Context: an optimization exercise on an open-source flow, tuned for small area, a short achievable clock period and few clock cycles per item. The choices shown serve that exercise and are no tape-out recipe.
Function was checked by simulation only, so behaviour that the tests miss may differ from the original.
Power is estimated from default activity; no workload was simulated.

File: flow/flow/run.sh
#!/bin/bash
set -euo pipefail
bash standard.sh SETUP_SLACK_MARGIN=9.2 "BUFFER_PORTS_ARGS=-buffer_cell sky130_fd_sc_hd__buf_1" finish > make_finish.log 2>&1
File: flow/constraint.sdc
create_clock -name core_clock -period 13.0 [get_ports {clk}]
set_input_delay 2.6000 -clock core_clock [delete_from_list [all_inputs] [get_ports {clk}]]
set_output_delay 2.6000 -clock core_clock [all_outputs]
set_load 0.01 [all_outputs]
File: flow/standard.sh
#!/bin/bash
# synth_recipe.tcl (not shown) runs the flow's synth.tcl, then flattens the netlist and writes it again
# the make line also repeats each setting of config.mk as NAME=value (left out here)
make -C /OpenROAD-flow-scripts/flow DESIGN_CONFIG=/design/flow/config.mk WORK_HOME=/design/flow/orfs CLKGATE_MAP_FILE= SYNTH_SCRIPT=/design/flow/synth_recipe.tcl "${@:-finish}"
File: flow/design.v
module twr_ranging (
    input  wire        clk,
    input  wire        rst,
    input  wire        in_valid,
    output wire        in_ready,
    input  wire [31:0] pt,
    input  wire [31:0] rr,
    input  wire [31:0] ft,
    input  wire [31:0] prx,
    input  wire [31:0] rtx,
    input  wire [31:0] frx,
    output wire        out_valid,
    input  wire        out_ready,
    output wire [31:0] tof,
    output wire        degen,
    output wire [31:0] ra,
    output wire [31:0] rb,
    output wire [31:0] da,
    output wire [31:0] db
);
    localparam integer K  = 4;           
    localparam integer NM = 32 / K;      
    localparam integer J1 = 16;          
    localparam integer W  = 34 + K;      
    localparam integer NR = 2 * K + 4;   
    localparam [1:0] S1_IDLE = 2'd0,
                     S1_MUL  = 2'd1,
                     S1_FIX  = 2'd2;
    localparam [1:0] S2_IDLE = 2'd0,
                     S2_DIV  = 2'd1,
                     S2_FIN  = 2'd2,
                     S2_DONE = 2'd3;
    reg  [1:0]  s1;
    reg  [2:0]  cnt1;
    reg  [31:0] ra_q, rb_q, da_q, db_q;
    reg  [31:0] x_q;      
    reg  [1:0]  dch_q;    
    reg         brb_q, bdb_q;    
    reg  [K-1:0] dr_q, dd_q;     
    reg  [33:0] h_q;      
    reg  [33:0] c_q;      
    reg         cl_q;     
    reg  [31:0] l_q;      
    reg  [1:0]  s2;
    reg  [3:0]  cnt2;
    reg         spec_q;   
    reg  [31:0] ra_o, rb_o, da_o, db_o;
    reg  [33:0] den2;
    reg  [33:0] rem_q;    
    reg  [31:0] quo_q;    
    reg         neg_q;
    reg         degen_q;
    assign in_ready  = (s1 == S1_IDLE);
    wire   in_fire   = in_valid & in_ready;
    assign out_valid = (s2 == S2_DONE);
    wire   s2_free   = (s2 == S2_IDLE) | ((s2 == S2_DONE) & out_ready);
    wire   hand      = (s1 == S1_FIX) & s2_free;
    function [31:0] sub32;
        input [31:0] a;
        input [31:0] b;
        reg [31:0] p, g, pp, gg, c;
        integer lv, i;
        begin
            p  = a ^ ~b;
            g  = a & ~b;
            g[0] = g[0] | p[0];
            pp = p;
            gg = g;
            for (lv = 0; lv < 5; lv = lv + 1)
                for (i = 0; i < 32; i = i + 1)
                    if (i[lv]) begin
                        gg[i] = gg[i] | (pp[i] & gg[((i >> lv) << lv) - 1]);
                        pp[i] = pp[i] & pp[((i >> lv) << lv) - 1];
                    end
            c = {gg[30:0], 1'b1};
            sub32 = p ^ c;
        end
    endfunction
    wire [31:0] ra_in = sub32(rr, pt);
    wire [31:0] da_in = sub32(ft, rr);
    wire [K:0]   rbs = {1'b0, rb_q[2*K-1:K]} - {1'b0, x_q[2*K-1:K]} - {{K{1'b0}}, brb_q};
    wire [K:0]   dbs = {1'b0, x_q[2*K-1:K]} - {1'b0, db_q[2*K-1:K]} - {{K{1'b0}}, bdb_q};
    wire [K:0]   rb0 = {1'b0, frx[K-1:0]} - {1'b0, rtx[K-1:0]};
    wire [K:0]   db0 = {1'b0, rtx[K-1:0]} - {1'b0, prx[K-1:0]};
    wire [K-1:0] dr  = dr_q;
    wire [K-1:0] dd  = dd_q;
    wire [K-1:0] rad = ra_q[cnt1*K +: K];
    wire [K-1:0] dad = da_q[cnt1*K +: K];
    wire [K+1:0] dsum = {2'b00, rad} + {2'b00, dad} + {2'b00, dr} + {2'b00, dd} + {{K{1'b0}}, dch_q};
    reg  [W-1:0] rq [0:3*NR];
    reg  [W-1:0] ms, mc;
    integer hd, tl, j;
    always @* begin
        rq[0] = {{(W-34){1'b0}}, h_q};
        rq[1] = {{(W-34){1'b0}}, c_q};
        rq[2] = {{(W-K){1'b0}}, dd};
        rq[2*K+3] = {{(W-32-K){1'b0}}, ~dd, 32'd0};
        for (j = 0; j < K; j = j + 1) begin
            rq[3 + 2*j] = {{(W-32){1'b0}}, ra_q & {32{dr[j]}}} << j;
            rq[4 + 2*j] = {{(W-32){1'b0}}, ~da_q & {32{dd[j]}}} << j;
        end
        for (j = NR; j <= 3*NR; j = j + 1) rq[j] = {W{1'b0}};
        hd = 0;
        tl = NR;
        for (j = 0; j < NR - 2; j = j + 1) begin
            rq[tl]     = rq[hd] ^ rq[hd+1] ^ rq[hd+2];
            rq[tl + 1] = ((rq[hd] & rq[hd+1]) | (rq[hd] & rq[hd+2]) | (rq[hd+1] & rq[hd+2])) << 1;
            hd = hd + 3;
            tl = tl + 2;
        end
        ms = rq[hd];
        mc = rq[hd+1];
    end
    wire [K:0] mlo = {1'b0, ms[K-1:0]} + {1'b0, mc[K-1:0]} + {{K{1'b0}}, cl_q};
    wire [34:0] hsum = {1'b0, h_q} + {1'b0, c_q} + {34'd0, cl_q} + 35'd1;
    wire        sgn  = ~hsum[32];
    wire [63:0] dvd  = {hsum[31:0], l_q} ^ {64{sgn}};
    wire [33:0] den1 = {dch_q, x_q};
    wire        shrt = (quo_q[13:0] == 14'd0) && (rem_q < den2);
    wire [35:0] dx  = {rem_q, quo_q[31:30]};
    wire [36:0] dq1 = {1'b0, dx} - {3'b000, den2};
    wire [36:0] dq2 = {1'b0, dx} - {2'b00, den2, 1'b0};
    wire [36:0] t3a = {1'b0, dx};
    wire [36:0] t3b = ~{3'b000, den2};
    wire [36:0] t3c = ~{2'b00, den2, 1'b0};
    wire [36:0] t3s = t3a ^ t3b ^ t3c;
    wire [36:0] t3k = {(t3a[35:0] & t3b[35:0]) | (t3a[35:0] & t3c[35:0]) | (t3b[35:0] & t3c[35:0]), 1'b0};
    wire [36:0] dq3 = t3s + t3k + 37'd2;
    wire [33:0] rem_n = ~dq3[36] ? dq3[33:0] : ~dq2[36] ? dq2[33:0] :
                        ~dq1[36] ? dq1[33:0] : dx[33:0];
    wire [31:0] quo_n = {quo_q[29:0], ~dq2[36], ~dq3[36] | (dq1[36] ^ dq2[36])};
    wire [33:0] fx   = rem_q ^ den2;
    wire [32:0] fc   = rem_q[32:0] & ~den2[32:0];
    wire        c_fix = fx[0] & ~|(fx[33:1] ^ fc);
    wire [31:0] nquo  = ~quo_q + 32'd1;
    wire [31:0] tof_n = ~neg_q ? quo_q : c_fix ? ~quo_q : nquo;
    always @(posedge clk) begin
        if (rst) begin
            s1 <= S1_IDLE;
            s2 <= S2_IDLE;
        end else begin
            case (s1)
                S1_MUL:  if (cnt1 == NM - 1) s1 <= S1_FIX;
                S1_FIX:  if (hand) s1 <= S1_IDLE;
                default: ;
            endcase
            if (in_fire)
                s1 <= S1_MUL;
            case (s2)
                S2_DIV:  if (cnt2 == 4'd15 && !(spec_q && !shrt)) s2 <= S2_FIN;
                S2_FIN:  s2 <= S2_DONE;
                S2_DONE: if (out_ready) s2 <= S2_IDLE;
                default: ;
            endcase
            if (hand)
                s2 <= S2_DIV;
        end
    end
    always @(posedge clk) begin
        c_q  <= 34'd0;
        cl_q <= 1'b0;
        case (s1)
            S1_MUL: begin
                rb_q  <= {dr, rb_q[31:K]};
                db_q  <= {dd, db_q[31:K]};
                x_q   <= {dsum[K-1:0], x_q[31:K]};
                dch_q <= dsum[K+1:K];
                brb_q <= rbs[K];
                bdb_q <= dbs[K];
                dr_q  <= rbs[K-1:0];
                dd_q  <= dbs[K-1:0];
                h_q   <= ms[W-1:K];
                c_q   <= mc[W-1:K];
                cl_q  <= mlo[K];
                l_q   <= {mlo[K-1:0], l_q[31:K]};
                cnt1  <= cnt1 + 3'd1;
            end
            S1_FIX: begin
                c_q  <= c_q;
                cl_q <= cl_q;
            end
            default: ;
        endcase
        if (in_fire) begin
            ra_q  <= ra_in;
            rb_q  <= frx;
            da_q  <= da_in;
            db_q  <= prx;
            x_q   <= rtx;
            dch_q <= 2'd0;
            brb_q <= rb0[K];
            bdb_q <= db0[K];
            dr_q  <= rb0[K-1:0];
            dd_q  <= db0[K-1:0];
            h_q   <= 34'd0;
            cnt1  <= 3'd0;
        end
    end
    always @(posedge clk) begin
        case (s2)
            S2_DIV: begin
                spec_q <= 1'b0;
                if (spec_q & ~shrt) begin
                    rem_q <= {2'b00, quo_q[13:0], rem_q[33:16]};
                    quo_q <= {rem_q[15:0], quo_q[31:16]};
                    cnt2  <= 4'd0;
                end else begin
                    rem_q <= rem_n;
                    quo_q <= quo_n;
                    cnt2  <= cnt2 + 4'd1;
                end
            end
            S2_FIN: quo_q <= degen_q ? 32'd0 : tof_n;
            default: ;
        endcase
        if (hand) begin
            ra_o    <= ra_q;
            rb_o    <= rb_q;
            da_o    <= da_q;
            db_o    <= db_q;
            den2    <= den1;
            degen_q <= (den1 == 34'd0);
            neg_q   <= sgn;
            rem_q   <= dvd[49:16];
            quo_q   <= {dvd[15:0], 2'b00, dvd[63:50]};
            spec_q  <= 1'b1;
            cnt2    <= 16 - J1 / 2;
        end
    end
    assign tof   = quo_q;
    assign degen = degen_q;
    assign ra    = ra_o;
    assign rb    = rb_o;
    assign da    = da_o;
    assign db    = db_o;
endmodule
File: flow/config.mk
export PLATFORM = sky130hd
export DESIGN_NAME = twr_ranging
export DESIGN_NICKNAME = twr_ranging
export VERILOG_FILES = /design/flow/design.v
export SDC_FILE = /design/flow/constraint.sdc
export NUM_CORES = 4
export LEC_CHECK = 0
export ABC_CLOCK_PERIOD_IN_PS = 4000
export CAP_MARGIN = 20
export CORE_MARGIN = 2
export CORE_UTILIZATION = 60
export PLACE_DENSITY = 0.7
export SETUP_SLACK_MARGIN = 5
export SLEW_MARGIN = 20
export TNS_END_PERCENT = 0
==> summary.txt, run 1 <==
Synthesis
  – Cell variety after synth: 83
  – Post-Syn Area per Cell: 9.94 sq um
  – Top FF cell, synth: edfxtp_1
  – Asr flop ratio synth: 0%
  – Syn Inst Count: 4,377
  – Synthesized Nets: 5,294
  – Synth Register Bits: 514
  – Post-synth EDFFs: 465
  – Ys Warns: 2
  – Register area share after synthesis: 34.4%
  – Post-Syn Area: 43,500 sq um

Floorplan
  – Core Rows: 98
  – Starting density of the core: 60.8%
  – Die W: 273 microns
  – Total die area: 74,700 sq um
  – Core ar.: 71,600 sq um
  – # IOs: 359
  – Die Ht: 273 microns

Setup path
  – Crit path DAT: 5190 ps
  – Startpoint Class: input pin
  – Worst-path fanout max: 4
  – Reg2Reg Setup Slack: 8240 ps
  – CP Class: in -> reg
  – R2r startpoint: quo_q[8]$_DFFE_PP_
  – CP Capture Type: register
  – CP max-delay cell: or3_4
  – CP max stage delay: 430 ps
  – Cells along the critical path: buf_1, inv_2, ha_4, a21o_1, a21o_1, a221o_1, or3_4, o21ba_4, o21ai_4, a211oi_2, or3_4, a21oi_4, xnor2_1
  – Critical Path RT: 13,380 ps
  – Worst setup path start: pt[7]

STA
  – Fin crit share: 37.0%
  – Max Fclk: 208 MHz
  – Max-slew violations: 0
  – Hold slack final: 418 ps
  – Slew @ Worst Pin: 1060 ps
  – Skew final: 29.0 ps
  – Setup TNS: 0 ps
  – Final Hold Vio Count: 0
  – Fin crit period: 4820 ps
  – Final worst setup slack: 8180 ps
  – RSZ-0062 raised after global routing: yes
  – Worst rel slew slack: 29.3%
  – Setup Viol. Count Final: 0

Detailed routing
  – DR WL/cell: 21.7 microns
  – Iteration-0 DRC Markers: 2,738
  – Via count: 33,400
  – DRT Wirelength: 124,000 microns
  – Number of detailed-route iterations in the first pass: 6
  – Routed Antenna Nets: 0
  – Drt drc: 0
  – Vias per cell: 5.85

Global route
  – Vias in the first global route: 33,200
  – First-pass GRT wire length: 191,000 microns
  – Initial antenna violation count: 0
  – Largest net degree at the start of global routing: 88
  – Grt ovf: 0
  – GR Util All Layers: 33.3%

Clock tree
  – CTS tree: built
  – Root Buffer: clkbuf_16
  – Cts hold-fix bufs: 0
  – Maximum clock path buffer count: 3
  – Clock Sinks: 514
  – Number of buffers created by CTS: 57
  – Worst-path clk slew: 60 ps
  – Worst skew pair latency: 640 ps
  – H-Tree Depth: 2

Final layout
  – # diodes: 0
  – Area Growth Syn to Fin: 10.4%
  – Area occupied by multi-input gates: 25,600 sq um
  – Proportion of layout cells with a drive suffix above 1: 5.09%
  – Storage element area: 14,900 sq um
  – Number of fill cells: 5,834
  – Nets@finish: 5,622

Placed design
  – GP Congestion: 0.983
  – # port buffers: 358
  – Pre-CTS setup slack: 6830 ps
  – HPWL Detailed: 94,000 microns

Worst hold path
  – Hold wc startpoint: db_q[1]$_DFFE_PP_
  – Hold Crit Class: reg -> reg

Power and ir drop
  – VDD IR max: 0.162 mV
  – Pwr dens: 187 nW/um^2
  – LEAKAGE: 21.0 nW

Status
  – Status: finished clean

Flow run
  – MaxCap Viol Count: 0
## sequential cells by signal, summed over array words and instances, names as in the netlist, 32 cells and up
signal / flops
ra_o: 32
rb_q: 32
l_q: 32
c_q: 34
da_o: 32
h_q: 33
db_q: 32
da_q: 32
rb_o: 32
ra_q: 32
den2: 34
db_o: 32
x_q: 32
quo_q: 32
rem_q: 34
## layer usage
metal / vias up / wire [microns] / GRT usage [%]
met4: 0 / 7440 / 17.0
met2: 1267 / 58700 / 55.1
met5: - / 0 / 0
met3: 353 / 8320 / 4.71
li1: 15500 / - / -
met1: 16300 / 49300 / 42.9
## synth_stat cells, drive strengths merged (47+ instances only)
cell	count	share of area, %
a21oi	228	2.6
inv	679	5.9
xor2	83	1.7
nand2b	65	0.93
nand2	547	4.7
a21o	76	1.3
nand3	50	0.58
mux2i	47	1.1
fa	339	16
and2	111	1.6
edfxtp	465	32
o21ai	136	1.6
nor2	239	2.1
xnor2	193	3.9
nor3	49	0.56
dfxtp	49	2.3
ha	382	11
clkbuf	115	0.99
## worst max-delay path: cells and delay by family
kind / cells / cell delay (ps)
AO/OA/AOI/OAI: 7 / 1350
XOR/XNOR: 1 / 70
adder cells (fa/ha/maj): 1 / 250
buffers and inverters: 2 / 130
AND/OR/NAND/NOR: 2 / 800
## power by group
part	switching, W	total [W]	internal (W)
clock	0.000714	0.00164	0.000926
combinational	0.00289	0.00494	0.00205
sequential	0.000263	0.00241	0.00215
## timing repair
| item | in CTS | in global routing |
|---|---|---|
| setup endpoints to repair | 676 | 750 |
| pin swaps | 13 | 5 |
| gates cloned | 1 | 0 |
| resized for setup | 28 | 26 |
| setup buffers | 11 | 9 |
## placed cells by master, fill, tap and decap left out, types with 16 or more instances in the layout
master,Yosys,layout
o21ai_0,135,128
a211oi_1,25,23
nor2b_1,16,16
buf_1,10,355
nand2b_1,65,63
fa_1,339,337
or3_1,20,18
mux4_2,16,16
xnor2_1,193,193
o211ai_1,35,35
a21o_1,76,76
o22ai_1,20,19
nor2_1,239,236
buf_4,4,49
nand2_1,547,543
clkbuf_16,0,60
xor2_1,83,83
ha_1,382,380
a31oi_1,27,27
dfxtp_1,49,49
mux2i_1,47,46
nor4_1,23,23
o21bai_1,22,22
o21a_1,27,27
and2_1,111,110
nor3_1,49,49
a21boi_0,29,26
a21oi_1,228,223
inv_1,677,674
nand4_1,23,23
nand3_1,50,50
o221ai_1,34,34
edfxtp_1,465,465
## kinds of logic (layout without fill, tap and decap cells)
logic type	Yosys count	after routing	share of synthesized area [%]
adder cells (fa/ha/maj)	721	721	26.6
XOR/XNOR	276	276	5.56
buffers and inverters	826	1200	7.28
multiplexers	69	69	2.06
AO/OA/AOI/OAI	769	769	11.5
AND/OR/NAND/NOR	1202	1203	12.7
flip-flops	514	514	34.4
## path summary, 6_finish.rpt
check / end / cells past startpoint
worst max register to register: rem_q[10]$_DFFE_PP_ / 10
worst max-delay path: ra_q[31]$_DFFE_PP_ / 13
worst min-delay path: db_o[1]$_DFFE_PP_ / 0
worst min register to register: db_o[1]$_DFFE_PP_ / 0
## layout make-up
class / instances / area share, %
flip-flops and latches: 514 / 31.1
clock buffers: 68 / 3.19
clock inverters: 38 / 0.714
inverters: 682 / 5.36
repair buffers: 412 / 3.76
multi-input cells: 3038 / 53.4
well taps: 950 / 2.48
## metrics by stage
step | instance area, sq um | cells | util, % | total power [W]
5_1_grt | 48000 | 5702 | 67.1 | 0.00987
3_3_place_gp | 45800 | 5575 | 63.9 | 0.00717
2_1_floorplan | 43600 | 4377 | - | 0.00599
3_5_place_dp | 45800 | 5575 | 63.9 | 0.00732
6_report | 48000 | 5702 | 67.1 | 0.00899
4_1_cts | 47900 | 5693 | 66.8 | 0.00901
Testbench counts, summed over its fixed seeds: cycles 3,280, items 320.
==> inputs of run 2 (changes only) <==
==> flow/flow/run.sh (replaced) <==
#!/bin/bash
set -euo pipefail
bash standard.sh SETUP_SLACK_MARGIN=8.8 "BUFFER_PORTS_ARGS=-buffer_cell sky130_fd_sc_hd__buf_1" finish > make_finish.log 2>&1
==> run 2 against run 1 <==
Clock power about the same. Critical endpoint unchanged. Non-clock buffer count unchanged. Register-to-register slack hardly changed. Highest routed layer unchanged. Count of clock-buffer cells in the layout stayed put.
==> summary.txt, run 2 <==
Power and ir drop
  – LEAKAGE: 21.0 nW
  – VDD IR max: 0.162 mV
  – Combinational share of power: 54.9%
  – Pwr dens: 187 nW/um^2
  – NetSw: 0.00387 W
  – Cell Int Power: 0.00512 W
  – Sequential share of power: 26.8%
  – Clock share of power: 18.3%
  – Switching part of the total power: 43.0%
  – Total Power: 0.00899 W

Worst hold path
  – Hold Crit Class: reg -> reg
  – WHS Path Cells: 0

Clock tree
  – Number of buffers created by CTS: 57
  – CTS tree: built
  – Worst skew pair latency: 640 ps
  – Maximum clock path buffer count: 3
  – H-Tree Depth: 2
  – Clock Sinks: 514
  – Root Buffer: clkbuf_16
  – Cts hold-fix bufs: 0
  – Worst-path clk slew: 60 ps

Flow run
  – MaxCap Viol Count: 0

Setup path
  – CP max-delay cell: or3_4
  – CP max stage delay: 430 ps
  – Reg2Reg Setup Slack: 8240 ps
  – Startpoint Class: input pin
  – Cells along the critical path: buf_1, inv_2, ha_4, a21o_1, a21o_1, a221o_1, or3_4, o21ba_4, o21ai_4, a211oi_2, or3_4, a21oi_4, xnor2_1
  – Worst r2r path cells: 10
  – CP Capture Type: register
  – CP Class: in -> reg
  – Crit path DAT: 5190 ps
  – Worst-path fanout max: 4
  – Critical Path RT: 13,380 ps

Global route
  – Largest net degree at the start of global routing: 88
  – Vias in the first global route: 33,200
  – First-pass GRT wire length: 191,000 microns
  – Initial antenna violation count: 0
  – GR Util All Layers: 33.3%
  – Grt ovf: 0

Floorplan
  – Die Ht: 273 microns
  – Die W: 273 microns
  – # IOs: 359
  – Total die area: 74,700 sq um
  – Starting density of the core: 60.8%
  – Core ar.: 71,600 sq um
  – Core Rows: 98

Synthesis
  – Mux contribution to synthesized area: 2.06%
  – Synth Area in XOR/XNOR: 5.56%
  – Synthesized Nets: 5,294
  – Cell taking the most area after synthesis: edfxtp_1
  – Syn Inst Count: 4,377
  – Cell variety after synth: 83
  – Ys Warns: 2
  – Yosys top cell area share: 32.1%
  – Asr flop ratio synth: 0%
  – Synth Area in Compound Gates: 11.5%
  – Largest family of logic cells by synthesized area: adder cells
  – Post-Synth Simple-Gate Area: 12.7%
  – Adder-Cell Fraction of Synth Area: 26.6%
  – Register area share after synthesis: 34.4%
  – Synth Register Bits: 514
  – Post-synth EDFFs: 465
  – Post-Syn Area: 43,500 sq um
  – Top-count cell post-synth: inv_1
  – Top FF cell, synth: edfxtp_1
  – Top cells by area, synth: edfxtp_1 32%, fa_1 16%, ha_1 11%
  – Most common library cells after synthesis: 677 x inv_1, 547 x nand2_1, 465 x edfxtp_1
  – Post-Syn Area per Cell: 9.94 sq um

Final layout
  – Number of fill cells: 5,834
  – Proportion of layout cells with a drive suffix above 1: 5.09%
  – Largest regs: c_q: 34 flops, den2: 34 flops, rem_q: 34 flops
  – Core Util, Final: 67.1%
  – Storage element area: 14,900 sq um
  – Area Growth Syn to Fin: 10.4%
  – Commonest non-fill, non-tap cell in the layout: inv_1
  – Most frequent cells in the layout: 674 x inv_1, 543 x nand2_1, 465 x edfxtp_1
  – Area occupied by multi-input gates: 25,600 sq um
  – Nets@finish: 5,622
  – # diodes: 0

Status
  – Status: finished clean

STA
  – Final worst setup slack: 8180 ps
  – RSZ-0062 raised after global routing: yes
  – Max Fclk: 208 MHz
  – Setup TNS: 0 ps
  – Setup Viol. Count Final: 0
  – Max-slew violations: 0
  – Skew final: 29.0 ps
  – Hold slack final: 418 ps
  – Worst rel slew slack: 29.3%
  – Fin crit period: 4820 ps
  – Fin crit share: 37.0%
  – Slew @ Worst Pin: 1060 ps
  – Final Hold Vio Count: 0

Detailed routing
  – DRT Wirelength: 124,000 microns
  – Vias per cell: 5.85
  – Number of detailed-route iterations in the first pass: 6
  – Drt drc: 0
  – Via count: 33,400
  – Routed Antenna Nets: 0
  – DR WL/cell: 21.7 microns
  – Iteration-0 DRC Markers: 2,738

Placed design
  – GP Congestion: 0.983
  – HPWL Detailed: 94,000 microns
  – # port buffers: 358
  – Pre-CTS setup slack: 6830 ps
==> run 2: per-stage QoR <==
stage	cells	instance area, sq um
floorplan	4377	43600
global placement	5575	45800
detailed placement	5575	45800
CTS	5693	47900
global route	5702	48000
finish	5702	48000
==> run 2: what timing repair did <==
| item | 4_1_cts | 5_1_grt |
|---|---|---|
| pin swaps | 13 | 5 |
| endpoints found under the setup margin | 519 | 535 |
| gates cloned | 1 | 0 |
| gates resized for setup | 28 | 26 |
| buffers inserted | 11 | 9 |
==> run 2: critical path: cells and delay by family <==
family / cells / cell delay [ps]
adder cells (fa/ha/maj): 1 / 250
buffers and inverters: 2 / 130
AND/OR/NAND/NOR: 2 / 800
XOR/XNOR: 1 / 70
AO/OA/AOI/OAI: 7 / 1350
==> run 2: logic make-up (layout without fill, tap and decap cells) <==
kind of cell               Yosys count  after routing
AOI/OAI and AO/OA                  769            769
xor gates and xnor gates           276            276
adders and majority gates          721            721
buffers and inverters              826           1200
DFF                                514            514
muxes                               69             69
and+or+nand+nor                   1202           1203
==> run 2: cell type report <==
class                           count  share of cell area, %
Clock buffer                       68                   3.19
Multi-Input combinational cell   3038                   53.4
Inverter                          682                   5.36
Clock inverter                     38                  0.714
Timing Repair Buffer              412                   3.76
Tap cell                          950                   2.48
Sequential cell                   514                   31.1
==> run 2: layer usage <==
metal / part of all wire [%] / track usage (%)
met1: 40 / 42.9
met2: 47 / 55.1
met3: 6.7 / 4.71
met4: 6.0 / 17.0
met5: 0 / 0
==> run 2: worst paths after layout <==
path	endpoint	from
worst max-delay path	ra_q[31]$_DFFE_PP_	pt[7]
worst min-delay path	db_o[1]$_DFFE_PP_	db_q[1]$_DFFE_PP_
worst max register to register	rem_q[10]$_DFFE_PP_	quo_q[8]$_DFFE_PP_
worst min register to register	db_o[1]$_DFFE_PP_	db_q[1]$_DFFE_PP_
==> run 2: power groups by stage <==
stage | logic, W | clock network (W) | registers, W
6_report | 0.00494 | 0.00164 | 0.00241
5_1_grt | 0.00573 | 0.00172 | 0.00242
3_5_place_dp | 0.00489 | 0 | 0.00243
2_1_floorplan | 0.00368 | 0 | 0.00231
3_3_place_gp | 0.00474 | 0 | 0.00243
4_1_cts | 0.00495 | 0.00165 | 0.00240
==> inputs of run 3 (changes only) <==
--- a/flow/design.v
+++ b/flow/design.v
@@ -23,5 +23,5 @@
     localparam integer J1 = 16;          
     localparam integer W  = 34 + K;      
-    localparam integer NR = 2 * K + 4;   
+    localparam integer NR = 2 * K + 3;   
     localparam [1:0] S1_IDLE = 2'd0,
                      S1_MUL  = 2'd1,
@@ -45,4 +45,5 @@
     reg  [3:0]  cnt2;
     reg         spec_q;   
+    reg  [13:0] dhi_q;    
     reg  [31:0] ra_o, rb_o, da_o, db_o;
     reg  [33:0] den2;
@@ -56,27 +57,7 @@
     wire   s2_free   = (s2 == S2_IDLE) | ((s2 == S2_DONE) & out_ready);
     wire   hand      = (s1 == S1_FIX) & s2_free;
-    function [31:0] sub32;
-        input [31:0] a;
-        input [31:0] b;
-        reg [31:0] p, g, pp, gg, c;
-        integer lv, i;
-        begin
-            p  = a ^ ~b;
-            g  = a & ~b;
-            g[0] = g[0] | p[0];
-            pp = p;
-            gg = g;
-            for (lv = 0; lv < 5; lv = lv + 1)
-                for (i = 0; i < 32; i = i + 1)
-                    if (i[lv]) begin
-                        gg[i] = gg[i] | (pp[i] & gg[((i >> lv) << lv) - 1]);
-                        pp[i] = pp[i] & pp[((i >> lv) << lv) - 1];
-                    end
-            c = {gg[30:0], 1'b1};
-            sub32 = p ^ c;
-        end
-    endfunction
-    wire [31:0] ra_in = sub32(rr, pt);
-    wire [31:0] da_in = sub32(ft, rr);
+    wire [31:0] ra_in, da_in;
+    twr_sub32 u_ra (.a(rr), .b(pt), .y(ra_in));
+    twr_sub32 u_da (.a(ft), .b(rr), .y(da_in));
     wire [K:0]   rbs = {1'b0, rb_q[2*K-1:K]} - {1'b0, x_q[2*K-1:K]} - {{K{1'b0}}, brb_q};
     wire [K:0]   dbs = {1'b0, x_q[2*K-1:K]} - {1'b0, db_q[2*K-1:K]} - {{K{1'b0}}, bdb_q};
@@ -95,5 +76,4 @@
         rq[1] = {{(W-34){1'b0}}, c_q};
         rq[2] = {{(W-K){1'b0}}, dd};
-        rq[2*K+3] = {{(W-32-K){1'b0}}, ~dd, 32'd0};
         for (j = 0; j < K; j = j + 1) begin
             rq[3 + 2*j] = {{(W-32){1'b0}}, ra_q & {32{dr[j]}}} << j;
@@ -113,21 +93,13 @@
     end
     wire [K:0] mlo = {1'b0, ms[K-1:0]} + {1'b0, mc[K-1:0]} + {{K{1'b0}}, cl_q};
-    wire [34:0] hsum = {1'b0, h_q} + {1'b0, c_q} + {34'd0, cl_q} + 35'd1;
-    wire        sgn  = ~hsum[32];
-    wire [63:0] dvd  = {hsum[31:0], l_q} ^ {64{sgn}};
+    wire        sgn;
+    wire [63:0] dvd;
+    twr_fix u_fix (.h(h_q), .c(c_q), .cl(cl_q), .db(db_q), .l(l_q), .sgn(sgn), .dvd(dvd));
     wire [33:0] den1 = {dch_q, x_q};
-    wire        shrt = (quo_q[13:0] == 14'd0) && (rem_q < den2);
-    wire [35:0] dx  = {rem_q, quo_q[31:30]};
-    wire [36:0] dq1 = {1'b0, dx} - {3'b000, den2};
-    wire [36:0] dq2 = {1'b0, dx} - {2'b00, den2, 1'b0};
-    wire [36:0] t3a = {1'b0, dx};
-    wire [36:0] t3b = ~{3'b000, den2};
-    wire [36:0] t3c = ~{2'b00, den2, 1'b0};
-    wire [36:0] t3s = t3a ^ t3b ^ t3c;
-    wire [36:0] t3k = {(t3a[35:0] & t3b[35:0]) | (t3a[35:0] & t3c[35:0]) | (t3b[35:0] & t3c[35:0]), 1'b0};
-    wire [36:0] dq3 = t3s + t3k + 37'd2;
-    wire [33:0] rem_n = ~dq3[36] ? dq3[33:0] : ~dq2[36] ? dq2[33:0] :
-                        ~dq1[36] ? dq1[33:0] : dx[33:0];
-    wire [31:0] quo_n = {quo_q[29:0], ~dq2[36], ~dq3[36] | (dq1[36] ^ dq2[36])};
+    wire        shrt;
+    wire [33:0] rem_n;
+    wire [31:0] quo_n;
+    twr_div4 u_div (.rem(rem_q), .quo(quo_q), .den(den2), .dhi(dhi_q),
+                    .rem_n(rem_n), .quo_n(quo_n), .shrt(shrt));
     wire [33:0] fx   = rem_q ^ den2;
     wire [32:0] fc   = rem_q[32:0] & ~den2[32:0];
@@ -202,5 +174,5 @@
                 spec_q <= 1'b0;
                 if (spec_q & ~shrt) begin
-                    rem_q <= {2'b00, quo_q[13:0], rem_q[33:16]};
+                    rem_q <= {2'b00, dhi_q, rem_q[33:16]};
                     quo_q <= {rem_q[15:0], quo_q[31:16]};
                     cnt2  <= 4'd0;
@@ -222,6 +194,7 @@
             degen_q <= (den1 == 34'd0);
             neg_q   <= sgn;
+            dhi_q   <= dvd[63:50];
             rem_q   <= dvd[49:16];
-            quo_q   <= {dvd[15:0], 2'b00, dvd[63:50]};
+            quo_q   <= {dvd[15:0], 16'd0};
             spec_q  <= 1'b1;
             cnt2    <= 16 - J1 / 2;
@@ -235,2 +208,45 @@
     assign db    = db_o;
 endmodule
+module twr_sub32 (
+    input  wire [31:0] a,
+    input  wire [31:0] b,
+    output wire [31:0] y
+);
+    assign y = a - b;
+endmodule
+module twr_fix (
+    input  wire [33:0] h,
+    input  wire [33:0] c,
+    input  wire        cl,
+    input  wire [31:0] db,
+    input  wire [31:0] l,
+    output wire        sgn,
+    output wire [63:0] dvd
+);
+    wire [34:0] hsum = {1'b0, h} + {1'b0, c} + {34'd0, cl} - {3'd0, db};
+    assign sgn = hsum[32];
+    assign dvd = {hsum[31:0], l} ^ {64{sgn}};
+endmodule
+module twr_div4 (
+    input  wire [33:0] rem,
+    input  wire [31:0] quo,
+    input  wire [33:0] den,
+    input  wire [13:0] dhi,
+    output wire [33:0] rem_n,
+    output wire [31:0] quo_n,
+    output wire        shrt
+);
+    wire [35:0] dx  = {rem, quo[31:30]};
+    wire [36:0] dq1 = {1'b0, dx} - {3'b000, den};
+    wire [36:0] dq2 = {1'b0, dx} - {2'b00, den, 1'b0};
+    wire [36:0] t3a = {1'b0, dx};
+    wire [36:0] t3b = ~{3'b000, den};
+    wire [36:0] t3c = ~{2'b00, den, 1'b0};
+    wire [36:0] t3s = t3a ^ t3b ^ t3c;
+    wire [36:0] t3k = {(t3a[35:0] & t3b[35:0]) | (t3a[35:0] & t3c[35:0]) | (t3b[35:0] & t3c[35:0]), 1'b0};
+    wire [36:0] dq3 = t3s + t3k + 37'd2;
+    assign rem_n = ~dq3[36] ? dq3[33:0] : ~dq2[36] ? dq2[33:0] :
+                   ~dq1[36] ? dq1[33:0] : dx[33:0];
+    assign quo_n = {quo[29:0], ~dq2[36], ~dq3[36] | (dq1[36] ^ dq2[36])};
+    assign shrt  = (dhi == 14'd0) && (rem < den);
+endmodule
==> flow/flow/run.sh (replaced) <==
#!/bin/bash
set -euo pipefail
bash standard.sh SETUP_SLACK_MARGIN=8 "BUFFER_PORTS_ARGS=-buffer_cell sky130_fd_sc_hd__buf_1" finish > make_finish.log 2>&1
--- a/flow/config.mk
+++ b/flow/config.mk
@@ -6,5 +6,4 @@
 export NUM_CORES = 4
 export LEC_CHECK = 0
-export ABC_CLOCK_PERIOD_IN_PS = 4000
 export CAP_MARGIN = 20
 export CORE_MARGIN = 2
@@ -13,3 +12,5 @@
 export SETUP_SLACK_MARGIN = 5
 export SLEW_MARGIN = 20
+export SYNTH_HIERARCHICAL = 1
+export SYNTH_MINIMUM_KEEP_SIZE = 0
 export TNS_END_PERCENT = 0
==> run 3 against run 2 <==
Via count up 13%. Combinational power up 15%. Global-route usage up 2.5 points. Setup slack worse by 280 ps. Routed wire length up 17%. Sequential share of layout area down 1.6 points. Synthesized area up 8.7%. Highest routed layer is now met5.
==> summary.txt, run 3 <==
Final layout
  – Number of fill cells: 6,412
  – Area occupied by multi-input gates: 28,200 sq um
  – Core Util, Final: 66.3%
  – Largest regs: den2: 34 flops, rem_q: 34 flops
  – Most frequent cells in the layout: 800 x inv_1, 638 x nand2_1, 464 x edfxtp_1
  – Storage element area: 15,200 sq um
  – Area Growth Syn to Fin: 8.97%
  – Post-route cell area: 51,600 sq um
  – Nets@finish: 6,179
  – Proportion of layout cells with a drive suffix above 1: 5.05%
  – Commonest non-fill, non-tap cell in the layout: inv_1

Placed design
  – HPWL Detailed: 111,000 microns
  – # port buffers: 358
  – GP Congestion: 1.03
  – DP Area: 49,300 sq um

STA
  – Max-slew violations: 0
  – Setup TNS: 0 ps
  – Max Fclk: 196 MHz
  – Setup Viol. Count Final: 0
  – Final Hold Vio Count: 0
  – Skew final: 68.9 ps
  – Slew @ Worst Pin: 1130 ps
  – Fin crit share: 39.2%
  – Worst rel slew slack: 24.2%
  – RSZ-0062 raised after global routing: yes
  – Fin crit period: 5090 ps

Floorplan
  – Die Ht: 285 microns
  – Core Rows: 102
  – # IOs: 359
  – Core ar.: 77,700 sq um
  – Total die area: 81,100 sq um
  – Starting density of the core: 60.9%
  – Die W: 285 microns

Setup path
  – Worst-path fanout max: 48
  – CP Class: reg -> reg
  – CP Capture Type: register
  – Critical Path RT: 13,420 ps
  – Crit path DAT: 5510 ps
  – Startpoint Class: register

Clock tree
  – Number of buffers created by CTS: 59
  – Worst skew pair latency: 670 ps
  – Root Buffer: clkbuf_16
  – Worst-path clk slew: 70 ps
  – CTS tree: built
  – Cts hold-fix bufs: 0
  – Clock Sinks: 527
  – H-Tree Depth: 2
  – Maximum clock path buffer count: 3

Power and ir drop
  – Pwr dens: 195 nW/um^2
  – Total Power: 0.0101 W
  – VDD IR max: 0.155 mV
  – LEAKAGE: 22.8 nW

Detailed routing
  – Vias per cell: 5.91
  – Routed Antenna Nets: 0
  – DRT Wirelength: 145,000 microns
  – Drt drc: 0
  – DR WL/cell: 22.8 microns
  – Via count: 37,600
  – Iteration-0 DRC Markers: 2,998
  – Number of detailed-route iterations in the first pass: 8

Global route
  – Grt ovf: 0
  – First-pass GRT wire length: 223,000 microns
  – Largest net degree at the start of global routing: 153
  – Initial antenna violation count: 5
  – GR Util All Layers: 35.7%
  – Vias in the first global route: 38,100

Synthesis
  – Post-Syn Area: 47,300 sq um
  – Synthesized Nets: 5,912
  – Post-Syn Area per Cell: 9.48 sq um
  – Ys Warns: 8
  – Syn Inst Count: 4,993

Worst hold path
  – Hold Crit Class: reg -> reg

Flow run
  – MaxCap Viol Count: 0

Status
  – Status: finished clean
[run 3: changes by cell type in the layout (fill, tap and decap cells not counted), moves of 23 or more]
| cell | before | now |
|---|---|---|
| a31oi_1 | 27 | 64 |
| a21o_1 | 76 | 99 |
| nor2b_1 | 16 | 61 |
| nand3_1 | 50 | 79 |
| nor2_1 | 236 | 208 |
| inv_1 | 674 | 800 |
| nand2b_1 | 63 | 125 |
| nand2_1 | 543 | 638 |
| nor3_1 | 49 | 85 |
| o221ai_1 | 34 | 8 |
| a21oi_1 | 223 | 288 |
[run 3: report_power, final]
group | total, W | internal (W) | switching, W | leakage (nW)
registers | 0.00254 | 0.00223 | 0.000315 | 4.96
clock network | 0.00185 | 0.00109 | 0.000767 | 1.03
logic | 0.00567 | 0.00230 | 0.00337 | 16.8
total | 0.0101 | 0.00562 | 0.00445 | 22.8
[run 3: per-layer routing]
layer / global-route usage, % / vias up / routed length (microns)
met5: 0 / - / 46
met4: 18.7 / 8 / 8990
met3: 6.01 / 418 / 10400
met2: 61.0 / 1567 / 70400
met1: 43.6 / 18200 / 55200
li1: - / 17400 / -
[run 3: worst max-delay path: stages, from the launching register on]
cell and delay, ps:
edfxtp_1 490, inv_1 130, ha_1 300, a211oi_1 430, o2111a_1 250, o31ai_1 160
a31o_2 300, a21oi_1 210, o21ai_0 300, a31oi_2 500, nand2b_4 420, buf_6 460
mux2i_1 530, nor3_1 80, a221o_1 280
[run 3: final timing paths]
| check | cells after the start | slack (ps) | to | start |
|---|---|---|---|---|
| worst max-delay path | 14 | 7910 | quo_q[31]$_DFFE_PP_ | den2[12]$_DFFE_PP_ |
| worst min-delay path | 0 | 420 | rb_o[2]$_DFFE_PP_ | rb_q[2]$_DFFE_PP_ |
| worst max register to register | 14 | 7910 | quo_q[31]$_DFFE_PP_ | den2[12]$_DFFE_PP_ |
| worst min register to register | 0 | 420 | rb_o[2]$_DFFE_PP_ | rb_q[2]$_DFFE_PP_ |
[run 3: area by class of cell]
class	count	area share (%)
antenna	3	0.0146
clock buffer	70	3.02
clock inverter	42	1.14
inverter	804	5.89
multi-input combinational	3470	54.7
sequential	527	29.5
tap	1040	2.52
timing repair buffer	398	3.23
[run 3: through the flow]
stage                     cells  worst slack [ps]  hold WS [ps]
after floorplan            4993              7420           400
after global placement     6236              7430           401
after detailed placement   6236              7380           406
after CTS                  6348              7900           421
after global routing       6352              7810           439
final                      6354              7910           420
[run 3: what timing repair did]
item                       in CTS  in global routing
resized for setup               6                 13
gates cloned                    0                  1
pin swaps                       0                  2
setup endpoints to repair      38                 45
buffers inserted                0                  2
Testbench counts of run 3, summed over its fixed seeds: cycles 3,280, items 320.

-- separate check: timing with driven ports --
The results above use ideal ports. As a check the final layouts listed here were re-extracted and re-timed, cells and wires unchanged.
Step 1 (the two cells are an assumption about what drives the block):
set clk [get_ports {clk}]
set_driving_cell -lib_cell sky130_fd_sc_hd__clkbuf_16 $clk
set_driving_cell -lib_cell sky130_fd_sc_hd__buf_2 [delete_from_list [all_inputs] $clk]
Step 2 also shifts input and output timing later by t, the mid clock arrival at the registers, as if the neighbouring blocks saw the same clock.
Three values: ideal, step 1, step 2; two values: the first two.
run	shift t [ns]	setup WS [ns]	latest minus earliest clock arrival (ns)	slew at the worst register clock pin (ns)	pins driven straight from the clock port
run 1	0.698	8.184 / 8.230 / 7.532	0.029 / 0.029	0.07 / 0.07	1
run 2	0.698	8.184 / 8.230 / 7.532	0.029 / 0.029	0.07 / 0.07	1
run 3	0.702	7.908 / 7.908 / 7.525	0.073 / 0.072	0.07 / 0.07	1
After both steps every run listed still meets setup and hold.
